What follows belongs to an exercise in optimizing a design on an open flow for small area; a production flow would make more cautious choices.
The RTL was checked by simulation tests, not by an equivalence proof against the original design.
Power is estimated from default activity; no workload was simulated.

[design.v]
module lldp_rx (
    input  wire        clk,
    input  wire        rst,           
    input  wire [47:0] local_mac,     
    input  wire        s_valid,
    input  wire [7:0]  s_data,
    input  wire        s_last,
    output wire        s_ready,
    output reg         r_valid,
    output reg         r_qual,
    output reg         r_ok,
    output reg  [4:0]  r_cause,
    output reg         r_tv,
    output reg  [6:0]  r_type,
    output reg  [10:0] r_off,
    output reg  [1:0]  r_stop,
    output reg         r_complete,
    output reg  [9:0]  r_count,
    output reg  [15:0] r_ttl,
    output reg  [2:0]  r_chassis_sub,
    output reg  [2:0]  r_port_sub
);
    localparam [4:0] E_NONE          = 5'd0;
    localparam [4:0] E_TRUNC_HDR     = 5'd1;
    localparam [4:0] E_TRUNC_PAYLOAD = 5'd2;
    localparam [4:0] E_TRAILING      = 5'd3;
    localparam [4:0] E_LEN_RANGE     = 5'd4;
    localparam [4:0] E_SUBTYPE       = 5'd5;
    localparam [4:0] E_AF            = 5'd6;
    localparam [4:0] E_UTF8          = 5'd7;
    localparam [4:0] E_UNKNOWN_TYPE  = 5'd9;
    localparam [4:0] E_ORD_POSITION  = 5'd11;
    localparam [4:0] E_ORD_TRIPLE    = 5'd12;
    localparam [4:0] E_CAP_SUBSET    = 5'd15;
    localparam [4:0] E_SIZE          = 5'd16;
    localparam [3:0] S_ENV = 4'b0000;   
    localparam [3:0] S_NOQ = 4'b0001;   
    localparam [3:0] S_H0  = 4'b0010;   
    localparam [3:0] S_END = 4'b0011;   
    localparam [3:0] S_H1  = 4'b1000;   
    localparam [3:0] S_FLT = 4'b1001;   
    localparam [3:0] S_P0  = 4'b1100;   
    localparam [3:0] S_P1  = 4'b1101;   
    localparam [3:0] S_PN  = 4'b1110;   
    localparam [3:0] S_PT  = 4'b1111;   
    localparam [2:0] U_0   = 3'd0;      
    localparam [2:0] U_A1  = 3'd1;      
    localparam [2:0] U_B80 = 3'd2;      
    localparam [2:0] U_C80 = 3'd3;      
    localparam [2:0] U_BA0 = 3'd4;      
    localparam [2:0] U_B9F = 3'd5;      
    localparam [2:0] U_C90 = 3'd6;      
    localparam [2:0] U_C8F = 3'd7;      
    reg        fin;             
    reg [3:0]  st;
    reg [6:0]  t;               
    reg [8:0]  rem;             
    reg [10:0] pos;             
    reg [10:0] off;             
    reg [9:0]  n;               
    reg [4:0]  pf;              
    reg [2:0]  u;               
    reg [15:0] sc;              
    reg [15:0] ttl;
    reg [2:0]  ch_sub;
    reg [2:0]  pt_sub;
    assign s_ready = !fin;
    wire take = s_valid && !fin;
    wire [7:0] d = s_data;
    wire got3 = (st == S_END) || (st == S_H0 && n >= 10'd3);
    always @(*) begin
        r_valid       = fin;
        r_qual        = st[3] | st[1];
        r_ok          = !st[3];
        r_cause       = (st == S_H1) ? E_TRUNC_HDR :
                        (st == S_FLT) ? pf :
                        (st[3] & st[2]) ? E_TRUNC_PAYLOAD : E_NONE;
        r_tv          = st[3] & (st[2] | st[0]);
        r_type        = r_tv ? t : 7'd0;
        r_off         = off;
        r_stop        = {st[3] | (st[1] & ~st[0]), st[3] | (st[1] & st[0])};
        r_complete    = (st == S_END);
        r_count       = st[3] ? 10'd0 : n;
        r_ttl         = got3 ? ttl : 16'd0;
        r_chassis_sub = got3 ? ch_sub : 3'd0;
        r_port_sub    = got3 ? pt_sub : 3'd0;
    end
    reg [7:0] mac_byte;
    always @(*) begin
        case (pos[3:0])
            4'd8:    mac_byte = local_mac[47:40];
            4'd9:    mac_byte = local_mac[39:32];
            4'd10:   mac_byte = local_mac[31:24];
            4'd11:   mac_byte = local_mac[23:16];
            4'd12:   mac_byte = local_mac[15:8];
            default: mac_byte = local_mac[7:0];
        endcase
    end
    wire mac_ne = (d != mac_byte);
    reg env_bad;
    always @(*) begin
        case (pos[3:0])
            4'd2:    env_bad = (d != 8'h01);
            4'd3:    env_bad = (d != 8'h80);
            4'd4:    env_bad = (d != 8'hC2);
            4'd5:    env_bad = (d != 8'h00);
            4'd6:    env_bad = (d != 8'h00);
            4'd7:    env_bad = (d != 8'h00) && (d != 8'h03) && (d != 8'h0E);
            4'd14:   env_bad = (d != 8'h88);
            4'd15:   env_bad = (d != 8'hCC) || !pf[0];
            default: env_bad = 1'b0;
        endcase
    end
    wire [8:0] hl     = {rem[8], d};
    wire h_known      = (t <= 7'd8) || (t == 7'd127);
    wire h_zero       = (hl == 9'd0);
    wire t_text       = (t == 7'd4) || (t == 7'd5) || (t == 7'd6);
    reg [4:0] h_pf;
    always @(*) begin
        case (t)
            7'd0:    h_pf = E_LEN_RANGE;
            7'd3:    h_pf = (hl != 9'd2) ? E_LEN_RANGE : E_NONE;
            7'd4,
            7'd5,
            7'd6:    h_pf = hl[8] ? E_LEN_RANGE : E_NONE;
            7'd7:    h_pf = (hl != 9'd4) ? E_LEN_RANGE : E_NONE;
            7'd127:  h_pf = (hl < 9'd4) ? E_LEN_RANGE : E_NONE;
            default: h_pf = E_NONE;
        endcase
    end
    reg [4:0] z_pf;
    always @(*) begin
        case (t)
            7'd1, 7'd2, 7'd3, 7'd7, 7'd127: z_pf = E_LEN_RANGE;
            7'd8:    z_pf = E_TRUNC_PAYLOAD;
            default: z_pf = E_NONE;
        endcase
    end
    reg [4:0] ord;
    always @(*) begin
        case (t)
            7'd1:    ord = (n != 10'd0) ? E_ORD_POSITION : E_NONE;
            7'd2:    ord = (n != 10'd1) ? E_ORD_POSITION : E_NONE;
            7'd3:    ord = (n != 10'd2) ? E_ORD_POSITION : E_NONE;
            default: ord = (n <  10'd3) ? E_ORD_TRIPLE : E_NONE;
        endcase
    end
    wire [10:0] next_off = pos + 11'd1;
    wire size_bad = (next_off > 11'd1500);
    reg       u_bad;
    reg [2:0] u_nx;
    always @(*) begin
        u_bad = 1'b0;
        u_nx  = U_0;
        case (u)
            U_0: begin
                if (d <= 8'h7F)                    u_nx = U_0;
                else if (d >= 8'hC2 && d <= 8'hDF) u_nx = U_A1;
                else if (d == 8'hE0)               u_nx = U_BA0;
                else if (d == 8'hED)               u_nx = U_B9F;
                else if (d >= 8'hE1 && d <= 8'hEF) u_nx = U_B80;
                else if (d == 8'hF0)               u_nx = U_C90;
                else if (d >= 8'hF1 && d <= 8'hF3) u_nx = U_C80;
                else if (d == 8'hF4)               u_nx = U_C8F;
                else                               u_bad = 1'b1;
            end
            U_A1:  begin u_bad = (d[7:6] != 2'b10);                u_nx = U_0;   end
            U_B80: begin u_bad = (d[7:6] != 2'b10);                u_nx = U_A1;  end
            U_BA0: begin u_bad = (d[7:6] != 2'b10) || !d[5];       u_nx = U_A1;  end
            U_B9F: begin u_bad = (d[7:6] != 2'b10) || d[5];        u_nx = U_A1;  end
            U_C80: begin u_bad = (d[7:6] != 2'b10);                u_nx = U_B80; end
            U_C90: begin u_bad = (d[7:6] != 2'b10) || !(d[5] | d[4]); u_nx = U_B80; end
            default: begin u_bad = (d[7:6] != 2'b10) || d[5] || d[4]; u_nx = U_B80; end
        endcase
    end
    wire [8:0] rem_m1 = rem - 9'd1;
    wire       last   = (rem == 9'd1);
    wire       t12    = (t == 7'd1) || (t == 7'd2);
    wire       id_mac = (t == 7'd1 && d == 8'd4) || (t == 7'd2 && d == 8'd3);
    wire       id_net = (t == 7'd1 && d == 8'd5) || (t == 7'd2 && d == 8'd4);
    wire [7:0] k   = sc[7:0];
    wire [1:0] m   = sc[9:8];
    wire       kz  = (k == 8'd0);
    wire       at_ifsub = (t == 7'd8) && (m == 2'd0) && kz;
    wire       at_oid   = (t == 7'd8) && (m == 2'd1) && kz;
    reg [4:0] b_pf;           
    reg [3:0] p_st;           
    always @(*) begin
        b_pf = E_NONE;
        p_st = S_PN;
        case (st)
            S_P0: begin
                if (t12) begin
                    if (d < 8'd1 || d > 8'd7)
                        b_pf = E_SUBTYPE;
                    else if (id_mac) begin
                        if (rem != 9'd7) b_pf = E_LEN_RANGE;
                    end else if (id_net) begin
                        if (rem < 9'd2) b_pf = E_LEN_RANGE;
                        p_st = S_P1;
                    end else
                        p_st = S_PT;
                end else
                    p_st = S_P1;
            end
            S_P1: begin
                if (t12) begin
                    if (d != 8'd1 && d != 8'd2)
                        b_pf = E_AF;
                    else if (rem != ((d == 8'd1) ? 9'd5 : 9'd17))
                        b_pf = E_LEN_RANGE;
                end else begin
                    if (kz)
                        b_pf = E_LEN_RANGE;
                    else if (d != 8'd1 && d != 8'd2)
                        b_pf = E_AF;
                    else if (k != ((d == 8'd1) ? 8'd5 : 8'd17))
                        b_pf = E_LEN_RANGE;
                end
            end
            S_PT: begin
                if (u_bad) b_pf = E_UTF8;
                p_st = S_PT;
            end
            default: begin   
                if (t == 7'd7 && (rem == 9'd2 || rem == 9'd1) &&
                    (d & ~sc[15:8]) != 8'd0)
                    b_pf = E_CAP_SUBSET;
                if (at_ifsub && (d < 8'd1 || d > 8'd3))
                    b_pf = E_SUBTYPE;
            end
        endcase
    end
    reg [4:0] pf_nx;
    always @(*) begin
        pf_nx = (pf != E_NONE) ? pf : b_pf;
        if (st == S_PN && at_oid && (pf == E_NONE || pf == E_SUBTYPE) && d > 8'd128)
            pf_nx = E_LEN_RANGE;
    end
    wire ma_trunc = (m == 2'd0) || (m == 2'd1 && !(kz && d == 8'd0)) || (m == 2'd2 && k > 8'd1);
    wire ma_trail = (m == 2'd3) || (m == 2'd2 && kz);
    wire [4:0] p_done = (t == 7'd8 && ma_trunc) ? E_TRUNC_PAYLOAD :
                        (t == 7'd8 && ma_trail) ? E_TRAILING :
                        (pf_nx != E_NONE) ? pf_nx :
                        (st == S_PT && u_nx != U_0) ? E_UTF8 :
                        (ord != E_NONE) ? ord :
                        size_bad ? E_SIZE : E_NONE;
    wire [4:0] z_done = (z_pf != E_NONE) ? z_pf :
                        (ord != E_NONE) ? ord :
                        size_bad ? E_SIZE : E_NONE;
    always @(posedge clk) begin
        if (rst || fin) begin
            fin <= 1'b0;
            st  <= S_ENV;
            pos <= 11'd2034;
            off <= 11'd0;
            n   <= 10'd0;
        end else if (take) begin
            fin <= s_last;
            pos <= next_off;
            case (st)
                S_ENV: begin
                    if (pos[3:0] == 4'd8)
                        pf[0] <= mac_ne;
                    else if (pos[3:0] >= 4'd9 && pos[3:0] <= 4'd13)
                        pf[0] <= pf[0] | mac_ne;
                    if (env_bad)
                        st <= S_NOQ;
                    else if (pos[3:0] == 4'd15)
                        st <= S_H0;
                end
                S_H0: begin
                    t      <= d[7:1];
                    rem[8] <= d[0];
                    st     <= S_H1;
                end
                S_H1: begin
                    rem      <= hl;
                    u        <= U_0;
                    if (!h_known) begin
                        st <= S_FLT;
                        pf <= E_UNKNOWN_TYPE;
                    end else if (h_zero) begin
                        if (z_done != E_NONE) begin
                            st <= S_FLT;
                            pf <= z_done;
                        end else begin
                            n   <= n + 10'd1;
                            off <= next_off[10:0];
                            st  <= (t == 7'd0) ? S_END : S_H0;
                        end
                    end else begin
                        pf <= h_pf;
                        st <= (t12 || t == 7'd8) ? S_P0 : t_text ? S_PT : S_PN;
                    end
                end
                S_P0, S_P1, S_PN, S_PT: begin
                    rem <= rem_m1;
                    pf  <= pf_nx;
                    st  <= p_st;
                    if (st == S_PT) u <= u_nx;
                    if (st == S_P0 && t == 7'd1) ch_sub <= d[2:0];
                    if (st == S_P0 && t == 7'd2) pt_sub <= d[2:0];
                    if (t == 7'd3 && rem == 9'd2) ttl[15:8] <= d;
                    if (t == 7'd3 && rem == 9'd1) ttl[7:0]  <= d;
                    if (t == 7'd7) sc <= {sc[7:0], d};
                    if (t == 7'd8) begin
                        if (st == S_P0)
                            sc[9:0] <= {2'd0, d};
                        else if (kz)
                            sc[9:0] <= {m[1] | m[0], m[1] | !m[0],
                                        (m == 2'd0) ? 8'd4 : (m == 2'd1) ? d : 8'd0};
                        else
                            sc[7:0] <= k - 8'd1;
                    end
                    if (last) begin
                        if (p_done != E_NONE) begin
                            st <= S_FLT;
                            pf <= p_done;
                        end else begin
                            n   <= n + 10'd1;
                            off <= next_off[10:0];
                            st  <= S_H0;
                        end
                    end
                end
                default: ;   
            endcase
        end
    end
endmodule
[standard.sh]
#!/bin/bash
# synth_recipe.tcl (not shown) runs the flow's synth.tcl, then flattens the netlist and writes it again
# the make line also repeats each setting of config.mk as NAME=value (left out here)
make -C /OpenROAD-flow-scripts/flow DESIGN_CONFIG=/design/flow/config.mk WORK_HOME=/design/flow/orfs CLKGATE_MAP_FILE= SYNTH_SCRIPT=/design/flow/synth_recipe.tcl "${@:-finish}"
[flow/abc_area.script]
strash
&get -n
&deepsyn -T 60
&put
balance -l
resub -K 6 -l
rewrite -l
resub -K 6 -N 2 -l
refactor -l
resub -K 8 -l
balance -l
resub -K 8 -N 2 -l
rewrite -l
resub -K 10 -l
rewrite -z -l
resub -K 10 -N 2 -l
balance -l
resub -K 12 -l
refactor -z -l
resub -K 12 -N 2 -l
rewrite -z -l
balance -l
dch -f
amap
strash
&get -n
&deepsyn -T 60
&put
dch -f
amap
topo

[constraint.sdc]
create_clock -name core_clock -period 8.0 [get_ports {clk}]
set_input_delay 1.6000 -clock core_clock [delete_from_list [all_inputs] [get_ports {clk}]]
set_output_delay 1.6000 -clock core_clock [all_outputs]
set_load 0.01 [all_outputs]
[config.mk]
export PLATFORM = sky130hd
export DESIGN_NAME = lldp_rx
export DESIGN_NICKNAME = lldp_rx
export VERILOG_FILES = /design/flow/design.v
export SDC_FILE = /design/flow/constraint.sdc
export NUM_CORES = 4
export LEC_CHECK = 0
export ABC_AREA = 1
export CAP_MARGIN = 20
export CORE_MARGIN = 2
export CORE_UTILIZATION = 40
export GPL_TIMING_DRIVEN = 0
export SLEW_MARGIN = 20
[flow/run.sh]
#!/bin/bash
# The standard layout (standard.sh) with three changes:
#  - synthesis maps the logic with an area-oriented ABC script (flow/abc_area.script)
#    in place of ORFS's; the rest of synthesis is ORFS's own script, unchanged;
#  - the port buffers are the smallest buffer cell, buf_1;
#  - clock tree synthesis uses a clkbuf_8 root, clkbuf_4 buffers, sink clusters of 12 and no dummy loads.
# Each tool's full output is in orfs/logs/ (ORFS's per-step logs); make's own output is in flow_make.log.
set -euo pipefail
rm -rf scripts_mod
cp -r "$FLOW_HOME/scripts" scripts_mod
cp flow/abc_area.script scripts_mod/abc_area.script
export SCRIPTS_DIR="$PWD/scripts_mod"
export BUFFER_PORTS_ARGS="-buffer_cell sky130_fd_sc_hd__buf_1"
export CTS_ARGS="-sink_clustering_enable -repair_clock_nets -root_buf sky130_fd_sc_hd__clkbuf_8 -buf_list sky130_fd_sc_hd__clkbuf_4 -sink_clustering_size 12 -dont_use_dummy_load"
bash standard.sh > flow_make.log 2>&1
==> results.txt, run 1 <==
* Status: no timing/DRC/antenna violations
* Post-synth EDFFs at 62
* CP Launch Type: input port
* Io pins at 123
* Global-route wire length before repair at 30,400 µm
* Slew headroom at 38.5%
* Area grow syn2layout at 14.6%
* Dpl cell area at 6540 µm²
* Clk root buf: clkbuf_8
* Final Cycle Share at 87.2%
* CTS tree: yes
* Fin crit period at 6.97 ns
* R2R Path Start: t[6]$_DFFE_PP_
* Clock-pin slew on the worst setup and hold paths at 0.08 ns
* Post-synth top flop: edfxtp_1
* # fillers at 1,486
* Syn Inst Count at 707
* LEAKAGE at 2.12 nW
* Worst reg2reg path endpoint: n[9]$_SDFFE_PP0P_
* Worst-path fanout max at 8
* Width of the chip at 125 µm
* Hold depth at 2
* Clock tree buffer depth at 2
* FP Rows at 44
* Initial antenna violation count at 0
* Critical path type: in2reg
* Worst-skew pair later-pin latency at 0.39 ns
* Worst path required time at 8.28 ns
* DRT Pass-1 Iters at 6
* F_max at 143 MHz
* Synth cell types at 42
* Port Buf Inserts at 122
* MaxCap Viol Count at 0
* Commonest non-fill, non-tap cell in the layout: nor2_1
* Synth warn at 1
* Hold-fix buffers, CTS at 0
* Nets at 916
* Post-synth ARST share at 0%
* Synth Register Bits at 99
* H-tree Lvls at 3
* Vias per inst at 5.81
* Worst Reg-to-Reg Cells at 23
* # clock sinks at 99
* GRT Util Overall at 24.5%
* Power Dens Cells at 140 nW/µm²
* Hold Fails Final Rpt at 0
* VDD IR-drop max at 0.0944 mV
* Global route overflow at 0
* Gpl congestion at 0.980
* Cell area after layout at 6660 µm²
* Post-route ant nets at 0
* Seq/Total Area, Yosys at 44.8%
* FF-to-FF setup slack at 2.54 ns
* DRC Markers at 0
* Ant. Diodes at 0
* Dpl hpwl at 14,500 µm
* Setup TNS at 0 ns
* Die height at 125 µm
* Critical path data arrival time at 7.26 ns
* Most common cell on crit path: nor2_1
* Hold Startpoint: off[4]$_SDFFE_PP0P_
* Clk_skew at 0.0345 ns
* Core Area at 14,400 µm²
* Post-CTS Setup Inserts at 0
* Cells along the critical path: buf_1 -> clkinv_1 -> nand2_1 -> nor3_1 -> nand2_1 -> nor2_1 -> a31oi_1 -> o41ai_1 -> a31oi_1 -> or3_1 -> nor2_1 -> nand4_1 -> nand2_1 -> o211ai_1 -> nor2_1 -> clkinv_1 -> nor4_1 -> and3_1 -> nand3_1 -> nor2_1 -> a21oi_1 -> a311oi_1
* Starting Density at 40.5%
* Vias in the first global route at 5,881
* Fraction of layout cells with a size suffix above 1 at 1.67%
* Synth Area per Inst at 8.22 µm²
* Post-Syn Area at 5810 µm²
* Slowest Stage Delay on Critical Path at 0.72 ns
* Initial drt markers at 527
* Final setup viols at 0
* Slowest CP cell: nor3_1
* Die area at 15,500 µm²
* Hold Path Class: reg2reg
* Largest net degree at the start of global routing at 23
* Commonest non-fill, non-tap cells in the layout: nor2_1, buf_1, clkinv_1
* Post-synth net total at 782
* Wirelength, routed at 19,000 µm
* Max Transition Viols Final at 0
* CP endpoint kind: register
* Vias post-DR at 5,939
* CTS resizes at 0
* Num CTS Buffers at 9
* Hold Path End: off[4]$_SDFFE_PP0P_
* RSZ-0062 raised after global routing: false
* Wire per inst at 18.6 µm
* Worst-margin pin slew at 0.915 ns
[logic make-up (layout without fill, tap and decap cells)]
group,count (synthesis),count (layout),synth area share [%]
AO/OA/AOI/OAI,194,194,22.4
adder cells (fa/ha/maj),15,15,3.23
buffers and inverters,98,230,6.33
flip-flops,99,99,44.8
AND/OR/NAND/NOR,301,301,23.2
[sequential cells by signal (all words and copies together) (netlist names)]
name and flops:
pt_sub 3, ttl 16, fin 1, off 11, st 4, n 10, sc 16, ch_sub 3
pf 5, t 7, u 3, rem 9, pos 11
[final cells by class]
class                   count  area [µm²]  share of cell area, %
clock buffers               9         124                   1.86
inverters                  98         368                   5.52
multi-input cells         510        2860                   43.0
flip-flops and latches     99        2600                   39.1
well taps                 184         230                   3.46
repair buffers            123         473                   7.10
[routing by layer]
layer / wire length (µm) / GRT usage (%) / vias up
li1: - / - / 2856
met1: 8230 / 31.7 / 2793
met2: 8870 / 39.5 / 238
met3: 1170 / 4.77 / 52
met4: 717 / 11.4 / 0
met5: 0 / 0 / -
[cells in the mapped netlist (4+ instances only)]
cell type	n	share of area, %
a211oi_1	13	1.7
a21oi_1	33	2.8
a222oi_1	9	1.5
a22oi_1	12	1.5
a31oi_1	23	2.5
and3_1	5	0.54
clkinv_1	98	6.3
dfxtp_1	37	13
edfxtp_1	62	32
ha_1	15	3.2
nand2_1	63	4.1
nand3_1	12	1.0
nand4_1	8	0.86
nor2_1	131	8.5
nor2b_1	26	2.8
nor3_1	29	2.5
nor4_1	7	0.75
o211ai_1	5	0.65
o21a_1	7	0.90
o21ai_0	39	3.4
o22a_1	4	0.60
o22ai_1	16	1.7
o32ai_1	4	0.60
o41ai_1	4	0.60
or2_0	8	0.86
or3_1	8	0.86
or4_1	4	0.52
[report_power, final]
part	total (W)	switching (W)	internal [W]
Clock	0.000260	0.000159	0.000101
Combinational	0.000116	0.0000801	0.0000359
Sequential	0.000560	0.0000114	0.000548
[how the worst max path moves through the flow]
| stage | start | endpoint | slack [ns] | cells after the start |
|---|---|---|---|---|
| final | s_data[4] | n[9]$_SDFFE_PP0P_ | 1.03 | 22 |
| after floorplan | s_data[4] | n[9]$_SDFFE_PP0P_ | 2.72 | 24 |
| after global routing | s_data[4] | n[9]$_SDFFE_PP0P_ | 0.66 | 25 |
| after CTS | s_data[4] | n[9]$_SDFFE_PP0P_ | 1.35 | 22 |
| after detailed placement | s_data[4] | n[9]$_SDFFE_PP0P_ | 0.97 | 22 |
| after global placement | s_data[4] | n[9]$_SDFFE_PP0P_ | 1.05 | 22 |
[worst max-delay path: cells and delay by family]
| kind | cells | cell delay, ns |
|---|---|---|
| AO/OA/AOI/OAI | 6 | 1.34 |
| buffers and inverters | 3 | 0.70 |
| AND/OR/NAND/NOR | 13 | 3.61 |
[stage by stage]
stage / setup slack (ns) / hold WS (ns) / util (%) / total power, W / cells
6_report: 1.03 / 0.468 / 46.3 / 0.000936 / 1023
3_5_place_dp: 0.972 / 0.447 / 45.5 / 0.000685 / 1014
2_1_floorplan: 2.72 / 0.447 / - / 0.000633 / 707
5_1_grt: 0.664 / 0.506 / 46.3 / 0.000967 / 1023
3_3_place_gp: 1.05 / 0.437 / 45.2 / 0.000682 / 1013
4_1_cts: 1.35 / 0.470 / 46.3 / 0.000940 / 1023
==> inputs of run 2 (changes only) <==
--- a/design.v
+++ b/design.v
@@ -55,3 +55,3 @@
     reg [3:0]  st;
-    reg [6:0]  t;               
+    reg [3:0]  tl;              
     reg [8:0]  rem;             
@@ -60,5 +60,5 @@
     reg [9:0]  n;               
-    reg [4:0]  pf;              
-    reg [2:0]  u;               
-    reg [15:0] sc;              
+    reg [3:0]  pf;              
+    reg [9:0]  sc;              
+    wire [6:0] t = {{3{&tl}}, tl};
     reg [15:0] ttl;
@@ -75,6 +75,6 @@
         r_cause       = (st == S_H1) ? E_TRUNC_HDR :
-                        (st == S_FLT) ? pf :
+                        (st == S_FLT) ? {pf == 4'd0, pf} :
                         (st[3] & st[2]) ? E_TRUNC_PAYLOAD : E_NONE;
         r_tv          = st[3] & (st[2] | st[0]);
-        r_type        = r_tv ? t : 7'd0;
+        r_type        = r_tv ? {(st == S_FLT && pf == E_UNKNOWN_TYPE) ? sc[9:7] : t[6:4], tl} : 7'd0;
         r_off         = off;
@@ -114,3 +114,3 @@
     wire [8:0] hl     = {rem[8], d};
-    wire h_known      = (t <= 7'd8) || (t == 7'd127);
+    wire h_known      = (sc[9:7] == 3'd0 && tl <= 4'd8) || (sc[9:7] == 3'd7 && tl == 4'd15);
     wire h_zero       = (hl == 9'd0);
@@ -149,2 +149,3 @@
     wire size_bad = (next_off > 11'd1500);
+    wire [2:0] u = sc[2:0];
     reg       u_bad;
@@ -176,3 +177,4 @@
     wire [8:0] rem_m1 = rem - 9'd1;
-    wire       last   = (rem == 9'd1);
+    wire       t7w    = (t == 7'd7) && (pf != 4'd4);    
+    wire       last   = t7w ? (rem[2:0] == 3'd1) : (rem == 9'd1);
     wire       t12    = (t == 7'd1) || (t == 7'd2);
@@ -225,4 +227,4 @@
             default: begin   
-                if (t == 7'd7 && (rem == 9'd2 || rem == 9'd1) &&
-                    (d & ~sc[15:8]) != 8'd0)
+                if (t == 7'd7 && (rem[2:0] == 3'd2 || rem[2:0] == 3'd1) &&
+                    (d & ~{rem[8:3], sc[9:8]}) != 8'd0)
                     b_pf = E_CAP_SUBSET;
@@ -235,3 +237,3 @@
     always @(*) begin
-        pf_nx = (pf != E_NONE) ? pf : b_pf;
+        pf_nx = (pf != 4'd0) ? {1'b0, pf} : b_pf;
         if (st == S_PN && at_oid && (pf == E_NONE || pf == E_SUBTYPE) && d > 8'd128)
@@ -272,3 +274,4 @@
                 S_H0: begin
-                    t      <= d[7:1];
+                    tl     <= d[4:1];
+                    sc[9:7] <= d[7:5];
                     rem[8] <= d[0];
@@ -278,6 +281,6 @@
                     rem      <= hl;
-                    u        <= U_0;
+                    sc[2:0]  <= U_0;
                     if (!h_known) begin
                         st <= S_FLT;
-                        pf <= E_UNKNOWN_TYPE;
+                        pf <= E_UNKNOWN_TYPE[3:0];
                     end else if (h_zero) begin
@@ -285,3 +288,3 @@
                             st <= S_FLT;
-                            pf <= z_done;
+                            pf <= z_done[3:0];
                         end else begin
@@ -292,3 +295,3 @@
                     end else begin
-                        pf <= h_pf;
+                        pf <= h_pf[3:0];
                         st <= (t12 || t == 7'd8) ? S_P0 : t_text ? S_PT : S_PN;
@@ -298,5 +301,5 @@
                     rem <= rem_m1;
-                    pf  <= pf_nx;
+                    pf  <= pf_nx[3:0];
                     st  <= p_st;
-                    if (st == S_PT) u <= u_nx;
+                    if (st == S_PT) sc[2:0] <= u_nx;
                     if (st == S_P0 && t == 7'd1) ch_sub <= d[2:0];
@@ -305,3 +308,4 @@
                     if (t == 7'd3 && rem == 9'd1) ttl[7:0]  <= d;
-                    if (t == 7'd7) sc <= {sc[7:0], d};
+                    if (t == 7'd7) sc <= {sc[1:0], d};
+                    if (t7w) rem[8:3] <= sc[7:2];
                     if (t == 7'd8) begin
@@ -318,3 +322,3 @@
                             st <= S_FLT;
-                            pf <= p_done;
+                            pf <= p_done[3:0];
                         end else begin
--- a/flow/abc_area.script
+++ b/flow/abc_area.script
@@ -30,3 +30,8 @@
 amap
+strash
+&get -n
+&deepsyn -T 60
+&put
+dch -f
+amap
 topo
-
==> results.txt, run 2 <==
* Most common cell on crit path: a21oi_1 (was nor2_1)
* Hold Path Class: reg2reg (unchanged)
* Die area at 14,900 µm² (was 15,500 µm²)
* Hold_ws at 0.470 ns (was 0.468 ns)
* R2R Path Start: tl[1]$_DFFE_PP_ (was t[6]$_DFFE_PP_)
* Worst reg2reg path endpoint: n[9]$_SDFFE_PP0P_ (unchanged)
* Synth top cells by count: nor2_1, clkinv_1, nand2_1 (unchanged)
* Core Area at 13,700 µm² (was 14,400 µm²)
* LEAKAGE at 2.08 nW (was 2.12 nW)
* Design Power at 0.000854 W (was 0.000936 W)
* CP top delay family: simple AND/OR/NAND/NOR gates (unchanged)
* Die height at 122 µm (was 125 µm)
* Clk root buf: clkbuf_8 (unchanged)
* Nets at 935 (was 916)
* Post-Syn Area at 5560 µm² (was 5810 µm²)
* Final Cycle Share at 80.0% (was 87.2%)
* Synth warn at 1 (unchanged)
* Largest register FFs at 16
* Worst-path fanout max at 13 (was 8)
* FF-to-FF setup slack at 2.25 ns (was 2.54 ns)
* # clock sinks at 86 (was 99)
* Area leader, netlist: edfxtp_1 (unchanged)
* Hold depth at 1 (was 2)
* Slowest CP cell: nor4_1 (was nor3_1)
* Max Transition Viols Final at 0 (unchanged)
* Dpl hpwl at 15,200 µm (was 14,500 µm)
* Vias post-DR at 6,078 (was 5,939)
* Global route overflow at 0 (unchanged)
* DRC Markers at 0 (unchanged)
* Post-CTS Setup Inserts at 0 (unchanged)
* H-tree Lvls at 3 (unchanged)
* Synth Register Bits at 86 (was 99)
* DRT Pass-1 Iters at 6 (unchanged)
* Slew headroom at 24.2% (was 38.5%)
* Clock tree buffer depth at 2 (unchanged)
* Hold Startpoint: n[9]$_SDFFE_PP0P_ (was off[4]$_SDFFE_PP0P_)
* Post-synth net total at 801 (was 782)
* Clock-pin slew on the worst setup and hold paths at 0.07 ns (was 0.08 ns)
* Area grow syn2layout at 15.1% (was 14.6%)
* Final setup viols at 0 (unchanged)
* Initial drt markers at 579 (was 527)
* Pre-CTS WS at 1.31 ns (was 0.972 ns)
* FP Rows at 43 (was 44)
* Biggest regs: ttl x16, off x11, pos x11 (was sc x16, ttl x16)
* Final worst-path setup slack at 1.60 ns (was 1.03 ns)
* Largest net degree at the start of global routing at 23 (unchanged)
* Wirelength, routed at 19,600 µm (was 19,000 µm)
* Status: no timing/DRC/antenna violations (unchanged)
* Critical path data arrival time at 6.69 ns (was 7.26 ns)
* Power Dens Cells at 133 nW/µm² (was 140 nW/µm²)
* VDD IR-drop max at 0.0990 mV (was 0.0944 mV)
* Global-route wire length before repair at 30,900 µm (was 30,400 µm)
* Top-count cell post-synth: nor2_1 (unchanged)
* WP buf/inv at 2 (was 3)
* Num CTS Buffers at 9 (unchanged)
* Largest Register: ttl
* Ant. Diodes at 0 (unchanged)
* Synth area leaders: edfxtp_1, dfxtp_1, nor2_1 (unchanged)
* Width of the chip at 122 µm (was 125 µm)
* Cells along the critical path: buf_1 -> nor4_1 -> nand2_1 -> a21oi_1 -> nor2_1 -> nor3_1 -> a21oi_1 -> or3_1 -> or3_1 -> o41ai_1 -> nand2_1 -> nor2_1 -> clkinv_1 -> nor4_1 -> and3_1 -> nand3_1 -> nor3_1 -> o21ai_0 -> a21oi_1 (was buf_1 -> clkinv_1 -> nand2_1 -> nor3_1 -> nand2_1 -> nor2_1 -> a31oi_1 -> o41ai_1 -> a31oi_1 -> or3_1 -> nor2_1 -> nand4_1 -> nand2_1 -> o211ai_1 -> nor2_1 -> clkinv_1 -> nor4_1 -> and3_1 -> nand3_1 -> nor2_1 -> a21oi_1 -> a311oi_1)
* Fin crit period at 6.40 ns (was 6.97 ns)
* Vias in the first global route at 5,818 (was 5,881)
* Fraction of layout cells with a size suffix above 1 at 1.64% (was 1.67%)
* Commonest non-fill, non-tap cell in the layout: nor2_1 (unchanged)
* Starting Density at 40.5% (about the same)
* Worst-margin pin slew at 1.13 ns (was 0.915 ns)
* Hold Path End: n[9]$_SDFFE_PP0P_ (was off[4]$_SDFFE_PP0P_)
* Post-synth EDFFs at 49 (was 62)
* Yosys top cell area share at 26.5% (was 32.0%)
* Setup TNS at 0 ns (unchanged)
* Gpl congestion at 0.959 (was 0.980)
* MaxCap Viol Count at 0 (unchanged)
* CTS tree: yes (unchanged)
* Post-route ant nets at 0 (unchanged)
* Wire per inst at 18.9 µm (was 18.6 µm)
* CTS resizes at 0 (unchanged)
* RSZ-0062 raised after global routing: false (unchanged)
* Worst path required time at 8.29 ns (was 8.28 ns)
* Commonest non-fill, non-tap cells in the layout: nor2_1, buf_1, clkinv_1 (unchanged)
* Critical path type: in2reg (unchanged)
* Post-synth top flop: edfxtp_1 (unchanged)
* Synth cell types at 42 (unchanged)
* Hold-fix buffers, CTS at 0 (unchanged)
* Post-synth ARST share at 0% (unchanged)
* Synth Area per Inst at 7.70 µm² (was 8.22 µm²)
* Io pins at 123 (unchanged)
* Seq/Total Area, Yosys at 39.8% (was 44.8%)
* Slowest Stage Delay on Critical Path at 0.96 ns (was 0.72 ns)
* Initial antenna violation count at 0 (unchanged)
* Vias per inst at 5.88 (was 5.81)
* Syn Inst Count at 722 (was 707)
* Port Buf Inserts at 122 (unchanged)
* Worst-skew pair later-pin latency at 0.38 ns (was 0.39 ns)
* Hold Fails Final Rpt at 0 (unchanged)
* Worst Reg-to-Reg Cells at 22 (was 23)
* CP endpoint kind: register (unchanged)
* CP Launch Type: input port (unchanged)
* GRT Util Overall at 26.9% (was 24.5%)
* F_max at 156 MHz (was 143 MHz)
* Clk_skew at 0.0237 ns (was 0.0345 ns)
==> run 2: cell types whose count changed after synthesis, moves of 5 or more <==
cell	delta
nand2_1	+9
nor4_1	+6
o21ai_0	+17
a2111oi_0	+5
edfxtp_1	-13
a21oi_1	+5
a211oi_1	-5
a31oi_1	-9
==> run 2: area by class of cell <==
type | count | area, µm²
Sequential cell | 86 | 2210
Inverter | 99 | 372
Tap cell | 180 | 225
Multi-Input combinational cell | 537 | 2990
Timing Repair Buffer | 123 | 473
Fill cell | 1462 | 7320
Clock buffer | 9 | 124
==> run 2: worst reg2reg max path, stage by stage (launching register included) <==
cell and delay [ns]:
edfxtp_1 0.50, clkinv_1 0.33, nor2_1 0.47, nand2_1 0.13, nor2_1 0.24, clkinv_1 0.25
nor4_1 0.72, clkinv_1 0.15, o31ai_1 0.15, a21oi_1 0.13, a21oi_1 0.14, or3_1 0.16
o21ai_0 0.14, o41ai_1 0.47, nand2_1 0.16, nor2_1 0.16, clkinv_1 0.19, nor4_1 0.36
and3_1 0.28, nand3_1 0.12, nor3_1 0.19, o21ai_0 0.10, a21oi_1 0.15
==> run 2: per-stage QoR <==
stage,util [%],instances,area [µm²]
after global routing,46.6,1034,6400
after global placement,45.5,1024,6240
after CTS,46.6,1034,6400
after detailed placement,45.7,1025,6280
final,46.6,1034,6400
after floorplan,-,722,5560
==> run 2: worst max path at each step <==
stage,from,endpoint,slack [ns],cells past startpoint
floorplan,s_data[4],n[9]$_SDFFE_PP0P_,2.78,18
global placement,s_data[0],n[9]$_SDFFE_PP0P_,1.33,20
detailed placement,s_data[0],n[9]$_SDFFE_PP0P_,1.31,20
CTS,s_data[0],n[9]$_SDFFE_PP0P_,1.66,20
global route,s_data[4],n[9]$_SDFFE_PP0P_,1.20,19
finish,s_data[4],n[9]$_SDFFE_PP0P_,1.60,19
==> run 2: metal layers <==
layer / part of all wire [%] / global-route usage [%] / wire, µm / up-vias
li1: - / - / - / 2895
met1: 44 / 35.1 / 8560 / 2854
met2: 47 / 44.5 / 9230 / 279
met3: 6.3 / 3.93 / 1230 / 50
met4: 2.7 / 11.7 / 533 / 0
met5: 0 / 0 / 0 / -
==> run 2: cells by family (layout without fill, tap and decap cells) <==
group                    count (synthesis)  count (layout)  synth area share (%)
AND/OR/NAND/NOR                        314             314                  25.3
AO/OA/AOI/OAI                          204             204                  23.9
buffers and inverters                   99             231                  6.68
flip-flops                              86              86                  39.8
adder cells (fa/ha/maj)                 19              19                  4.27
==> run 2: power breakdown <==
part	switching, W	total [W]	internal (W)	leakage, nW
clock network	0.000145	0.000246	0.000101	0.0647
logic	0.0000845	0.000122	0.0000373	1.28
registers	0.0000111	0.000486	0.000475	0.743
total	0.000241	0.000854	0.000613	2.08
==> inputs of run 3 (changes only) <==
--- a/design.v
+++ b/design.v
@@ -59,3 +59,4 @@
     reg [10:0] off;             
-    reg [9:0]  n;               
+    reg [9:0]  nn;              
+    wire [9:0] n = ~nn;
     reg [3:0]  pf;              
@@ -63,5 +64,5 @@
     wire [6:0] t = {{3{&tl}}, tl};
-    reg [15:0] ttl;
-    reg [2:0]  ch_sub;
-    reg [2:0]  pt_sub;
+    reg [15:0] ttl_n;
+    reg [2:0]  ch_sub_n;
+    reg [2:0]  pt_sub_n;
     assign s_ready = !fin;
@@ -83,5 +84,5 @@
         r_count       = st[3] ? 10'd0 : n;
-        r_ttl         = got3 ? ttl : 16'd0;
-        r_chassis_sub = got3 ? ch_sub : 3'd0;
-        r_port_sub    = got3 ? pt_sub : 3'd0;
+        r_ttl         = ~(ttl_n | {16{!got3}});
+        r_chassis_sub = ~(ch_sub_n | {3{!got3}});
+        r_port_sub    = ~(pt_sub_n | {3{!got3}});
     end
@@ -258,3 +259,3 @@
             off <= 11'd0;
-            n   <= 10'd0;
+            nn  <= 10'h3FF;
         end else if (take) begin
@@ -290,3 +291,3 @@
                         end else begin
-                            n   <= n + 10'd1;
+                            nn  <= nn - 10'd1;
                             off <= next_off[10:0];
@@ -304,6 +305,6 @@
                     if (st == S_PT) sc[2:0] <= u_nx;
-                    if (st == S_P0 && t == 7'd1) ch_sub <= d[2:0];
-                    if (st == S_P0 && t == 7'd2) pt_sub <= d[2:0];
-                    if (t == 7'd3 && rem == 9'd2) ttl[15:8] <= d;
-                    if (t == 7'd3 && rem == 9'd1) ttl[7:0]  <= d;
+                    if (st == S_P0 && t == 7'd1) ch_sub_n <= ~d[2:0];
+                    if (st == S_P0 && t == 7'd2) pt_sub_n <= ~d[2:0];
+                    if (t == 7'd3 && rem == 9'd2) ttl_n[15:8] <= ~d;
+                    if (t == 7'd3 && rem == 9'd1) ttl_n[7:0]  <= ~d;
                     if (t == 7'd7) sc <= {sc[1:0], d};
@@ -324,3 +325,3 @@
                         end else begin
-                            n   <= n + 10'd1;
+                            nn  <= nn - 10'd1;
                             off <= next_off[10:0];
--- a/config.mk
+++ b/config.mk
@@ -10,3 +10,3 @@
 export CORE_MARGIN = 2
-export CORE_UTILIZATION = 40
+export CORE_UTILIZATION = 60
 export GPL_TIMING_DRIVEN = 0
==> results.txt, run 3 <==
* Grt met3 use at 7.10% (was 3.93%)
* # fillers at 778 (was 1,462)
* Global-route wire length before repair at 29,000 µm (was 30,900 µm)
* FP Rows at 35 (was 43)
* Post-CTS Setup Inserts at 0 (unchanged)
* Clock tree buffer depth at 2 (unchanged)
* Commonest non-fill, non-tap cell in the layout: nor2_1 (unchanged)
* Most common cell on crit path: clkinv_1 (was a21oi_1)
* Synth Area per Inst at 7.76 µm² (was 7.70 µm²)
* MaxCap Viol Count at 0 (unchanged)
* Post-synth top flop: edfxtp_1 (unchanged)
* Wirelength, routed at 18,500 µm (was 19,600 µm)
* Dpl hpwl at 14,100 µm (was 15,200 µm)
* H-tree Lvls at 3 (unchanged)
* Hold Fails Final Rpt at 0 (unchanged)
* Critical path type: in2reg (unchanged)
* Yosys top cell area share at 26.6% (was 26.5%)
* Synth top cells by count: nor2_1, clkinv_1, nand2_1 (unchanged)
* Slowest CP cell: nor2_1 (was nor4_1)
* Worst-margin pin slew at 0.917 ns (was 1.13 ns)
* Finished Layout Cells at 957 (was 1,034)
* F_max at 148 MHz (was 156 MHz)
* Clk_skew at 0.0185 ns (was 0.0237 ns)
* Nets at 928 (was 935)
* Hold-fix buffers, CTS at 0 (unchanged)
* Sequential share of power at 59.4% (was 56.9%)
* Synth warn at 1 (unchanged)
* Final Cycle Share at 84.7% (was 80.0%)
* Hold Path Class: reg2reg (unchanged)
* Slowest Stage Delay on Critical Path at 0.77 ns (was 0.96 ns)
* Vias post-DR at 6,195 (was 6,078)
* Io pins at 123 (unchanged)
* GRT Util Overall at 37.0% (was 26.9%)
* Width of the chip at 100 µm (was 122 µm)
* Sw Pwr at 0.000199 W (was 0.000241 W)
* LEAKAGE at 2.10 nW (was 2.08 nW)
* DRC Markers at 0 (unchanged)
* DRT Pass-1 Iters at 6 (unchanged)
* Routing usage on met1 at 47.2% (was 35.1%)
* Fin crit period at 6.77 ns (was 6.40 ns)
* Worst path required time at 8.24 ns (was 8.29 ns)
* Num CTS Buffers at 9 (unchanged)
* Die area at 10,000 µm² (was 14,900 µm²)
* Syn Inst Count at 713 (was 722)
* Port Buf Inserts at 122 (unchanged)
* CTS tree: yes (unchanged)
* Internal cell power at 0.000594 W (was 0.000613 W)
* Area grow syn2layout at 13.7% (was 15.1%)
* Placed Instances at 948 (was 1,025)
* Post-synth net total at 793 (was 801)
* Global route overflow at 0 (unchanged)
* Setup TNS at 0 ns (unchanged)
* Gpl congestion at 0.987 (was 0.959)
* Commonest non-fill, non-tap cells in the layout: nor2_1, buf_1, clkinv_1 (unchanged)
* Critical path data arrival time at 7.01 ns (was 6.69 ns)
* Worst-path fanout max at 15 (was 13)
* Largest Register: ttl_n (was ttl)
* Met2 usage at 61.7% (was 44.5%)
* Synth area leaders: edfxtp_1, dfxtp_1, nor2_1 (unchanged)
* Post-synth ARST share at 0% (unchanged)
* CTS resizes at 0 (unchanged)
* Comb pwr share at 10.2% (was 14.3%)
* Post-Syn Area at 5540 µm² (was 5560 µm²)
* Hold Startpoint: off[8]$_SDFFE_PP0P_ (was n[9]$_SDFFE_PP0P_)
* Seq/Total Area, Yosys at 40.0% (was 39.8%)
* Post-synth EDFFs at 49 (unchanged)
* Launch point of the worst path: s_data[0] (was s_data[4])
* Clk root buf: clkbuf_8 (unchanged)
* CP endpoint kind: register (unchanged)
* Final setup viols at 0 (unchanged)
* Wire per inst at 19.3 µm (was 18.9 µm)
* Hold_ws at 0.466 ns (was 0.470 ns)
* Initial antenna violation count at 0 (unchanged)
* Die height at 100 µm (was 122 µm)
* Fraction of layout cells with a size suffix above 1 at 1.65% (was 1.64%)
* Area leader, netlist: edfxtp_1 (unchanged)
* CP Launch Type: input port (unchanged)
* Ant. Diodes at 0 (unchanged)
* Cells along the critical path: buf_1 -> clkinv_1 -> nor4_1 -> nor2_1 -> a221o_1 -> a31oi_1 -> o21ai_0 -> a31oi_1 -> a21oi_1 -> nor3_1 -> nand2_1 -> o21ai_0 -> o41ai_1 -> o211ai_1 -> clkinv_1 -> nor2_1 -> clkinv_1 -> o22a_1 (was buf_1 -> nor4_1 -> nand2_1 -> a21oi_1 -> nor2_1 -> nor3_1 -> a21oi_1 -> or3_1 -> or3_1 -> o41ai_1 -> nand2_1 -> nor2_1 -> clkinv_1 -> nor4_1 -> and3_1 -> nand3_1 -> nor3_1 -> o21ai_0 -> a21oi_1)
* R2R Path Start: sc[0]$_SDFFCE_PP0P_ (was tl[1]$_DFFE_PP_)
* Vias in the first global route at 5,791 (was 5,818)
* Synth Register Bits at 86 (unchanged)
* RSZ-0062 raised after global routing: false (unchanged)
* Power Dens Cells at 126 nW/µm² (was 133 nW/µm²)
* Clock network fraction of design power at 30.4% (was 28.8%)
* Busiest layer in global routing: met2 (unchanged)
* Core Area at 9110 µm² (was 13,700 µm²)
* Synth cell types at 50 (was 42)
* Largest register FFs at 16 (unchanged)
* # clock sinks at 86 (unchanged)
* Initial drt markers at 687 (was 579)
* Post-route ant nets at 0 (unchanged)
* Slew headroom at 38.6% (was 24.2%)
* Clock-pin slew on the worst setup and hold paths at 0.08 ns (was 0.07 ns)
* Status: no timing/DRC/antenna violations (unchanged)
* Biggest regs: ttl_n x16, off x11, pos x11 (was ttl x16, off x11, pos x11)
* Top-count cell post-synth: nor2_1 (unchanged)
* Worst-skew pair later-pin latency at 0.36 ns (was 0.38 ns)
* Sw Ratio at 25.1% (was 28.2%)
* Max Transition Viols Final at 0 (unchanged)
* Starting Density at 60.8% (was 40.5%)
* Vias per inst at 6.47 (was 5.88)
* Largest net degree at the start of global routing at 21 (was 23)
* VDD IR-drop max at 0.117 mV (was 0.0990 mV)
==> run 3: routing by layer <==
layer  vias up  share of wire, %
met4         0               3.6
met2       400                48
met3        59               9.2
li1       2883                 -
met1      2853                39
met5         -                 0
==> run 3: cells by family (layout without fill, tap and decap cells) <==
group,after synthesis,after routing,synth area share [%]
and+or+nand+nor,306,306,24.0
AOI/OAI and AO/OA,203,203,24.8
buffers and inverters,97,230,6.58
DFF,86,86,40.0
adders and majority gates,20,20,4.52
xor gates and xnor gates,1,1,0.158
==> run 3: power groups by stage <==
stage	Clock [W]	Combinational, W	Sequential, W
2_1_floorplan	0	0.0000411	0.000481
6_report	0.000241	0.0000808	0.000471
5_1_grt	0.000255	0.0000870	0.000472
3_5_place_dp	0	0.0000775	0.000481
3_3_place_gp	0	0.0000753	0.000481
4_1_cts	0.000240	0.0000781	0.000471
==> run 3: final cells by class <==
type	instances	area [µm²]	area share (%)
Tap cell	111	139	2.21
Clock buffer	9	124	1.97
Multi-Input combinational cell	530	2970	47.2
Inverter	97	364	5.79
Sequential cell	86	2210	35.1
Timing Repair Buffer	124	484	7.69
==> run 3: final timing paths <==
path                         end  slack (ns)  cells after the start
max reg2reg  off[0]$_SDFFE_PP0P_        2.86                     19
max          off[0]$_SDFFE_PP0P_        1.23                     18
min          off[8]$_SDFFE_PP0P_        0.47                      2
min reg2reg  off[8]$_SDFFE_PP0P_        0.47                      2
==> run 3: through the flow <==
| step | instance area [µm²] | total power [W] | setup slack, ns | utilization, % |
|---|---|---|---|---|
| CTS | 6290 | 0.000790 | 1.45 | 69.1 |
| global placement | 6130 | 0.000556 | 1.20 | 67.3 |
| global route | 6290 | 0.000814 | 0.741 | 69.1 |
| floorplan | 5540 | 0.000522 | 2.62 | - |
| finish | 6290 | 0.000793 | 1.23 | 69.1 |
| detailed placement | 6170 | 0.000559 | 1.10 | 67.7 |
==> run 3: critical path: cells and delay by family <==
kind / cells / cell delay, ns
AND/OR/NAND/NOR: 5 / 1.67
buffers and inverters: 4 / 1.73
AO/OA/AOI/OAI: 9 / 2.00
==> inputs of run 4 (changes only) <==
--- a/config.mk
+++ b/config.mk
@@ -10,3 +10,3 @@
 export CORE_MARGIN = 2
-export CORE_UTILIZATION = 60
+export CORE_UTILIZATION = 40
 export GPL_TIMING_DRIVEN = 0
==> results.txt, run 4 <==
* Status: no timing/DRC/antenna violations (unchanged)
* R2R Path Start: sc[0]$_SDFFCE_PP0P_ (unchanged)
* H-tree Lvls at 3 (unchanged)
* Hold Path Class: reg2reg (unchanged)
* DRC Markers at 0 (unchanged)
* Gpl congestion at 0.984 (was 0.987)
* Hold-fix buffers, CTS at 0 (unchanged)
* Fraction of layout cells with a size suffix above 1 at 1.65% (unchanged)
* Comb pwr share at 10.1% (was 10.2%)
* Synth Register Bits at 86 (unchanged)
* Critical path data arrival time at 7.28 ns (was 7.01 ns)
* Global route overflow at 0 (unchanged)
* Post-route ant nets at 0 (unchanged)
* Wire per inst at 19.0 µm (was 19.3 µm)
* Vias post-DR at 6,043 (was 6,195)
* CP Launch Type: input port (unchanged)
* Yosys top cell area share at 26.6% (unchanged)
* Commonest non-fill, non-tap cell in the layout: nor2_1 (unchanged)
* Synth Area per Inst at 7.76 µm² (unchanged)
* Core Area at 13,400 µm² (was 9110 µm²)
* Final setup viols at 0 (unchanged)
* # clock sinks at 86 (unchanged)
* Initial antenna violation count at 0 (unchanged)
* RSZ-0062 raised after global routing: false (unchanged)
* Final Cycle Share at 87.9% (was 84.7%)
* Cell area after layout at 6370 µm² (was 6290 µm²)
* Worst path required time at 8.25 ns (was 8.24 ns)
* Largest Register: ttl_n (unchanged)
* Setup TNS at 0 ns (unchanged)
* MaxCap Viol Count at 0 (unchanged)
* Most common cell on crit path: nor2_1 (was clkinv_1)
* Synth top cells by count: nor2_1, clkinv_1, nand2_1 (unchanged)
* Worst reg2reg path endpoint: nn[8]$_SDFFE_PP1P_ (was off[0]$_SDFFE_PP0P_)
* Post-synth net total at 793 (unchanged)
* WP buf/inv at 4 (unchanged)
* Worst-path fanout max at 11 (was 15)
* Worst-margin pin slew at 0.928 ns (was 0.917 ns)
* VDD IR-drop max at 0.0764 mV (was 0.117 mV)
* Cells along the critical path: buf_1 -> clkinv_1 -> nor2_1 -> clkinv_1 -> nor4_1 -> nor2_1 -> a221o_1 -> a31oi_1 -> o21ai_0 -> a31oi_1 -> a21oi_1 -> nor3_1 -> nand3_1 -> o41ai_1 -> o211ai_1 -> clkinv_1 -> nand2_1 -> nor2_1 -> nand2_1 -> nor2_1 -> nand2_1 -> nor2_1 -> a21oi_1 -> a311o_1 (was buf_1 -> clkinv_1 -> nor4_1 -> nor2_1 -> a221o_1 -> a31oi_1 -> o21ai_0 -> a31oi_1 -> a21oi_1 -> nor3_1 -> nand2_1 -> o21ai_0 -> o41ai_1 -> o211ai_1 -> clkinv_1 -> nor2_1 -> clkinv_1 -> o22a_1)
* Clock-pin slew on the worst setup and hold paths at 0.08 ns (about the same)
* Largest register FFs at 16 (unchanged)
* Seq/Total Area, Yosys at 40.0% (unchanged)
* Die area at 14,800 µm² (was 10,000 µm²)
* Slowest CP cell: clkinv_1 (was nor2_1)
* F_max at 142 MHz (was 148 MHz)
* Sw Ratio at 25.0% (was 25.1%)
* Slew headroom at 37.9% (was 38.6%)
* Slowest Stage Delay on Critical Path at 0.55 ns (was 0.77 ns)
* Dpl hpwl at 15,100 µm (was 14,100 µm)
* Synth area leaders: edfxtp_1, dfxtp_1, nor2_1 (unchanged)
* Fin crit period at 7.04 ns (was 6.77 ns)
* Clock network fraction of design power at 30.5% (was 30.4%)
* Hold Fails Final Rpt at 0 (unchanged)
* Die height at 122 µm (was 100 µm)
* Sw Pwr at 0.000198 W (was 0.000199 W)
* Area grow syn2layout at 15.2% (was 13.7%)
* Area leader, netlist: edfxtp_1 (unchanged)
* Vias in the first global route at 5,812 (was 5,791)
* Worst-skew pair later-pin latency at 0.37 ns (was 0.36 ns)
* Port Buf Inserts at 122 (unchanged)
* Worst Reg-to-Reg Cells at 23 (was 19)
* FF-to-FF setup slack at 2.70 ns (was 2.86 ns)
* Critical path type: in2reg (unchanged)
* GRT Util Overall at 26.8% (was 37.0%)
* Io pins at 123 (unchanged)
* CP endpoint kind: register (unchanged)
* Clk_skew at 0.0216 ns (was 0.0185 ns)
* FP Rows at 42 (was 35)
* Post-CTS Setup Inserts at 0 (unchanged)
* Vias per inst at 5.91 (was 6.47)
* Num CTS Buffers at 9 (unchanged)
* Initial drt markers at 724 (was 687)
* Global-route wire length before repair at 30,600 µm (was 29,000 µm)
* Hold depth at 2 (unchanged)
* Commonest non-fill, non-tap cells in the layout: nor2_1, buf_1, clkinv_1 (unchanged)
* Post-synth EDFFs at 49 (unchanged)
* Synth cell types at 50 (unchanged)
* Synth warn at 1 (unchanged)
* Post-synth top flop: edfxtp_1 (unchanged)
* DRT Pass-1 Iters at 6 (unchanged)
* Biggest regs: ttl_n x16, off x11, pos x11 (unchanged)
* Design Power at 0.000793 W (about the same)
* Wirelength, routed at 19,500 µm (was 18,500 µm)
* Dpl cell area at 6250 µm² (was 6170 µm²)
* Final worst-path setup slack at 0.965 ns (was 1.23 ns)
* Nets at 928 (unchanged)
* Hold Path End: off[5]$_SDFFE_PP0P_ (was off[8]$_SDFFE_PP0P_)
* Post-Syn Area at 5540 µm² (unchanged)
* Sequential share of power at 59.5% (was 59.4%)
* Internal cell power at 0.000594 W (about the same)
* Max Transition Viols Final at 0 (unchanged)
* Top-count cell post-synth: nor2_1 (unchanged)
* CTS resizes at 0 (unchanged)
* Syn Inst Count at 713 (unchanged)
* CTS tree: yes (unchanged)
* Starting Density at 41.3% (was 60.8%)
* Hold Startpoint: off[5]$_SDFFE_PP0P_ (was off[8]$_SDFFE_PP0P_)
* Post-synth ARST share at 0% (unchanged)
* Pre-CTS WS at 0.832 ns (was 1.10 ns)
* Clock tree buffer depth at 2 (unchanged)
* LEAKAGE at 2.10 nW (about the same)
* CP top delay family: compound AO/OA/AOI/OAI gates (unchanged)
* Clk root buf: clkbuf_8 (unchanged)
* Finished Layout Cells at 1,022 (was 957)
* Placed Instances at 1,013 (was 948)
* Ant. Diodes at 0 (unchanged)
* Width of the chip at 122 µm (was 100 µm)
* Largest net degree at the start of global routing at 21 (unchanged)
* Power Dens Cells at 124 nW/µm² (was 126 nW/µm²)
[run 4: power groups by stage]
stage | sequential, W | clock, W | combinational [W]
floorplan | 0.000481 | 0 | 0.0000411
global placement | 0.000481 | 0 | 0.0000764
detailed placement | 0.000481 | 0 | 0.0000782
CTS | 0.000471 | 0.000248 | 0.0000787
global route | 0.000472 | 0.000263 | 0.0000875
finish | 0.000472 | 0.000242 | 0.0000797
[run 4: area by class of cell]
type | instances | area [µm²]
tap | 176 | 220
sequential | 86 | 2210
timing repair buffer | 124 | 484
inverter | 97 | 364
clock buffer | 9 | 124
fill | 1393 | 7030
multi-input combinational | 530 | 2970
[run 4: worst max-delay path by stage]
| stage | from | endpoint | slack, ns | depth (start not counted) |
|---|---|---|---|---|
| after detailed placement | s_data[2] | nn[8]$_SDFFE_PP1P_ | 0.83 | 24 |
| after global routing | s_data[2] | nn[8]$_SDFFE_PP1P_ | 0.57 | 24 |
| after global placement | s_data[0] | nn[8]$_SDFFE_PP1P_ | 0.98 | 22 |
| after CTS | s_data[2] | nn[8]$_SDFFE_PP1P_ | 1.17 | 24 |
| final | s_data[2] | nn[8]$_SDFFE_PP1P_ | 0.96 | 24 |
| after floorplan | s_data[1] | nn[8]$_SDFFE_PP1P_ | 2.62 | 23 |
[run 4: routing by layer]
layer | up-vias | routed length, µm | global-route usage, %
li1 | 2894 | - | -
met1 | 2861 | 8500 | 35.3
met2 | 259 | 9430 | 45.9
met3 | 29 | 1210 | 3.46
met4 | 0 | 323 | 8.55
met5 | - | 0 | 0
[run 4: cells by family after synthesis]
family,after synthesis,synth area share [%]
AOI/OAI and AO/OA,203,24.8
xor gates and xnor gates,1,0.158
DFF,86,40.0
adders and majority gates,20,4.52
buffers and inverters,97,6.58
and+or+nand+nor,306,24.0
[run 4: worst register-to-register path, cell delays in order, from the launching register on]
cell	delay, ns
edfxtp_1	0.43
clkinv_1	0.20
ha_1	0.28
nor4_1	0.40
nor3_1	0.09
nor2_1	0.12
nand2_1	0.07
a31oi_1	0.17
o21ai_0	0.21
a31oi_1	0.33
a21oi_1	0.11
nor3_1	0.38
nand3_1	0.19
o41ai_1	0.54
o211ai_1	0.32
clkinv_1	0.24
nand2_1	0.10
nor2_1	0.15
nand2_1	0.10
nor2_1	0.14
nand2_1	0.10
nor2_1	0.17
a21oi_1	0.10
a311o_1	0.26
[run 4: through the flow]
stage | util, % | hold slack (ns)
after floorplan | - | 0.466
after global placement | 46.4 | 0.439
after detailed placement | 46.6 | 0.446
after CTS | 47.6 | 0.466
after global routing | 47.6 | 0.498
final | 47.6 | 0.459
==> inputs of run 5 (changes only) <==
--- a/config.mk
+++ b/config.mk
@@ -8,3 +8,3 @@
 export ABC_AREA = 1
-export CAP_MARGIN = 20
+export CAP_MARGIN = 0
 export CORE_MARGIN = 2
@@ -12,2 +12,2 @@
 export GPL_TIMING_DRIVEN = 0
-export SLEW_MARGIN = 20
+export SLEW_MARGIN = 0
==> results.txt, run 5 <==
* Syn Inst Count at 713 (unchanged)
* Hold-fix buffers, CTS at 0 (unchanged)
* Vias per inst at 5.93 (was 5.91)
* FF/Latch Area at 2210 µm² (unchanged)
* Clk root buf: clkbuf_8 (unchanged)
* Post-synth top flop: edfxtp_1 (unchanged)
* Final setup viols at 0 (unchanged)
* Critical path data arrival time at 7.19 ns (was 7.28 ns)
* Clock-pin slew on the worst setup and hold paths at 0.10 ns (was 0.08 ns)
* Post-synth net total at 793 (unchanged)
* # clock sinks at 86 (unchanged)
* Sequential share of power at 58.9% (was 59.5%)
* Dpl hpwl at 15,000 µm (was 15,100 µm)
* VDD IR-drop max at 0.124 mV (was 0.0764 mV)
* Clock tree buffer depth at 2 (unchanged)
* Io pins at 123 (unchanged)
* Slowest CP cell: clkinv_1 (unchanged)
* Final Cycle Share at 86.6% (was 87.9%)
* CTS resizes at 0 (unchanged)
* Worst-margin pin slew at 0.961 ns (was 0.928 ns)
* Hold Startpoint: off[5]$_SDFFE_PP0P_ (unchanged)
* R2R Path Start: sc[0]$_SDFFCE_PP0P_ (unchanged)
* Starting Density at 41.3% (unchanged)
* Largest net degree at the start of global routing at 23 (was 21)
* Clk_skew at 0.0309 ns (was 0.0216 ns)
* Num CTS Buffers at 9 (unchanged)
* CTS tree: yes (unchanged)
* Nets at 928 (unchanged)
* Wire per inst at 19.1 µm (was 19.0 µm)
* Port Buf Inserts at 122 (unchanged)
* Width of the chip at 122 µm (unchanged)
* Power Dens Cells at 126 nW/µm² (was 124 nW/µm²)
* RSZ-0062 raised after global routing: false (unchanged)
* Post-synth EDFFs at 49 (unchanged)
* WP buf/inv at 4 (unchanged)
* FF-to-FF setup slack at 2.77 ns (was 2.70 ns)
* Vias in the first global route at 5,771 (was 5,812)
* Hold Path End: off[5]$_SDFFE_PP0P_ (unchanged)
* MaxCap Viol Count at 0 (unchanged)
* Most common cell on crit path: nor2_1 (unchanged)
* Status: no timing/DRC/antenna violations (unchanged)
* Slew headroom at 35.9% (was 37.9%)
* Internal cell power at 0.000594 W (about the same)
* Hold depth at 2 (unchanged)
* Gpl congestion at 0.984 (unchanged)
* Synth cell types at 50 (unchanged)
* Initial drt markers at 591 (was 724)
* CP top delay family: compound AO/OA/AOI/OAI gates (unchanged)
* GRT Util Overall at 26.9% (was 26.8%)
* Worst-skew pair later-pin latency at 0.39 ns (was 0.37 ns)
* LEAKAGE at 2.09 nW (was 2.10 nW)
* Commonest non-fill, non-tap cells in the layout: nor2_1, buf_1, clkinv_1 (unchanged)
* # fillers at 1,398 (was 1,393)
* Commonest non-fill, non-tap cell in the layout: nor2_1 (unchanged)
* Area grow syn2layout at 15.0% (was 15.2%)
* Global-route wire length before repair at 30,300 µm (was 30,600 µm)
* Ant. Diodes at 0 (unchanged)
* Biggest regs: ttl_n x16, off x11, pos x11 (unchanged)
* Top-count cell post-synth: nor2_1 (unchanged)
* DRT Pass-1 Iters at 9 (was 6)
* Largest Register: ttl_n (unchanged)
* Synth Register Bits at 86 (unchanged)
* Setup TNS at 0 ns (unchanged)
* Yosys top cell area share at 26.6% (unchanged)
* Sw Pwr at 0.000207 W (was 0.000198 W)
* Synth warn at 1 (unchanged)
* CP endpoint kind: register (unchanged)
* Synth Area per Inst at 7.76 µm² (unchanged)
* FP Rows at 42 (unchanged)
* Slowest Stage Delay on Critical Path at 0.56 ns (was 0.55 ns)
* Fraction of layout cells with a size suffix above 1 at 1.54% (was 1.65%)
* Worst path required time at 8.26 ns (was 8.25 ns)
* CP Launch Type: input port (unchanged)
* Post-synth ARST share at 0% (unchanged)
* Post-CTS Setup Inserts at 0 (unchanged)
* Comb pwr share at 9.8% (was 10.1%)
* Footprint of the multi-input gates at 2970 µm² (about the same)
* Hold_ws at 0.463 ns (was 0.459 ns)
* Hold Path Class: reg2reg (unchanged)
* Core Area at 13,400 µm² (unchanged)
* Seq/Total Area, Yosys at 40.0% (unchanged)
* Synth area leaders: edfxtp_1, dfxtp_1, nor2_1 (unchanged)
* H-tree Lvls at 3 (unchanged)
* Die height at 122 µm (unchanged)
* Clock network fraction of design power at 31.3% (was 30.5%)
* Worst-path fanout max at 11 (unchanged)
* DRC Markers at 0 (unchanged)
* Worst reg2reg path endpoint: nn[8]$_SDFFE_PP1P_ (unchanged)
* Cells along the critical path: buf_1 -> clkinv_1 -> nor2_1 -> clkinv_1 -> nor4_1 -> nor2_1 -> a221o_1 -> a31oi_1 -> o21ai_0 -> a31oi_1 -> a21oi_1 -> nor3_1 -> nand3_1 -> o41ai_1 -> o211ai_1 -> clkinv_1 -> nand2_1 -> nor2_1 -> nand2_1 -> nor2_1 -> nand2_1 -> nor2_1 -> a21oi_1 -> a311o_1 (unchanged)
* Sw Ratio at 25.9% (was 25.0%)
* Initial antenna violation count at 0 (unchanged)
* Largest register FFs at 16 (unchanged)
* Final worst-path setup slack at 1.07 ns (was 0.965 ns)
* Pre-CTS WS at 0.845 ns (was 0.832 ns)
* F_max at 144 MHz (was 142 MHz)
* Fin crit period at 6.93 ns (was 7.04 ns)
* Hold Fails Final Rpt at 0 (unchanged)
* Post-route ant nets at 0 (unchanged)
* Max Transition Viols Final at 0 (unchanged)
* Wirelength, routed at 19,500 µm (about the same)
* Worst Reg-to-Reg Cells at 23 (unchanged)
* Die area at 14,800 µm² (unchanged)
* Synth top cells by count: nor2_1, clkinv_1, nand2_1 (unchanged)
* Area leader, netlist: edfxtp_1 (unchanged)
* Post-Syn Area at 5540 µm² (unchanged)
* Critical path type: in2reg (unchanged)
* Vias post-DR at 6,064 (was 6,043)
* Global route overflow at 0 (unchanged)
-- run 5: cell type report --
class,instances,area share [%]
flip-flops and latches,86,34.7
multi-input cells,530,46.6
repair buffers,124,7.55
inverters,97,5.72
well taps,176,3.46
clock buffers,9,1.95
-- run 5: how the worst max path moves through the flow --
stage	start	end	slack, ns	cells past startpoint
global placement	s_data[0]	nn[8]$_SDFFE_PP1P_	0.98	22
detailed placement	s_data[0]	nn[8]$_SDFFE_PP1P_	0.84	22
floorplan	s_data[1]	nn[8]$_SDFFE_PP1P_	2.62	23
global route	s_data[2]	nn[8]$_SDFFE_PP1P_	0.61	24
CTS	s_data[2]	nn[8]$_SDFFE_PP1P_	1.20	24
finish	s_data[2]	nn[8]$_SDFFE_PP1P_	1.07	24
-- run 5: per-layer routing --
layer  track usage, %  part of all wire, %
met1             34.4                   43
met2             45.8                   48
met3             4.31                  5.7
met4             9.99                  2.5
met5                0                    0
-- run 5: power groups by stage --
stage	clock network (W)	logic, W	registers [W]
floorplan	0	0.0000411	0.000481
global placement	0	0.0000764	0.000481
detailed placement	0	0.0000772	0.000482
CTS	0.000255	0.0000776	0.000471
global route	0.000268	0.0000862	0.000472
finish	0.000251	0.0000786	0.000472
-- run 5: per-stage QoR --
stage | cells | utilization (%) | area (µm²) | power [W]
2_1_floorplan | 713 | - | 5540 | 0.000522
3_3_place_gp | 1011 | 46.4 | 6210 | 0.000558
3_5_place_dp | 1012 | 46.5 | 6230 | 0.000559
4_1_cts | 1021 | 47.5 | 6360 | 0.000804
5_1_grt | 1022 | 47.5 | 6370 | 0.000826
6_report | 1022 | 47.5 | 6370 | 0.000801
-- run 5: cell families after synthesis --
kind of cell	count (synthesis)	synth area share, %
simple gates	306	24.0
compound gates	203	24.8
buf+inv	97	6.58
flops	86	40.0
fa+ha+maj	20	4.52
xor+xnor	1	0.158
-- run 5: worst register-to-register path, delay by kind of cell, from the launching register on --
family	cells	cell delay [ns]
buffers and inverters	2	0.43
and+or+nand+nor	12	2.00
DFF	1	0.43
adders and majority gates	1	0.28
AOI/OAI and AO/OA	8	2.00

## static timing again, ports no longer ideal
In the flow no input, the clock included, has a driving cell. The finished layouts below were timed again as built, in two steps. Step 1, drivers: a clkbuf_16 drives clk and a buf_2 each remaining input, both assumed. Step 2 moves the port delays by t, midway between the first and last clock arrival at a register: inputs arrive t later, outputs are due t later. That takes back most of the time a late clock gives input paths. Slacks: no drivers / after step 1 / after step 2; pairs: no drivers / after step 1.
| run | t, ns | setup slack, ns | worst setup path at the end |
|---|---|---|---|
| run 1 | 0.413 | 1.026 / 1.042 / 0.629 | input to register |
| run 2 | 0.399 | 1.600 / 1.616 / 1.217 | input to register |
| run 3 | 0.387 | 1.227 / 1.234 / 0.847 | input to register |
| run 4 | 0.398 | 0.965 / 0.974 / 0.575 | input to register |
| run 5 | 0.413 | 1.069 / 1.070 / 0.657 | input to register |
After both steps every run listed still meets setup and hold. For run 5, which loses most, drivers alone change the setup slack by +0.001 ns; drivers and shift together by -0.412 ns.
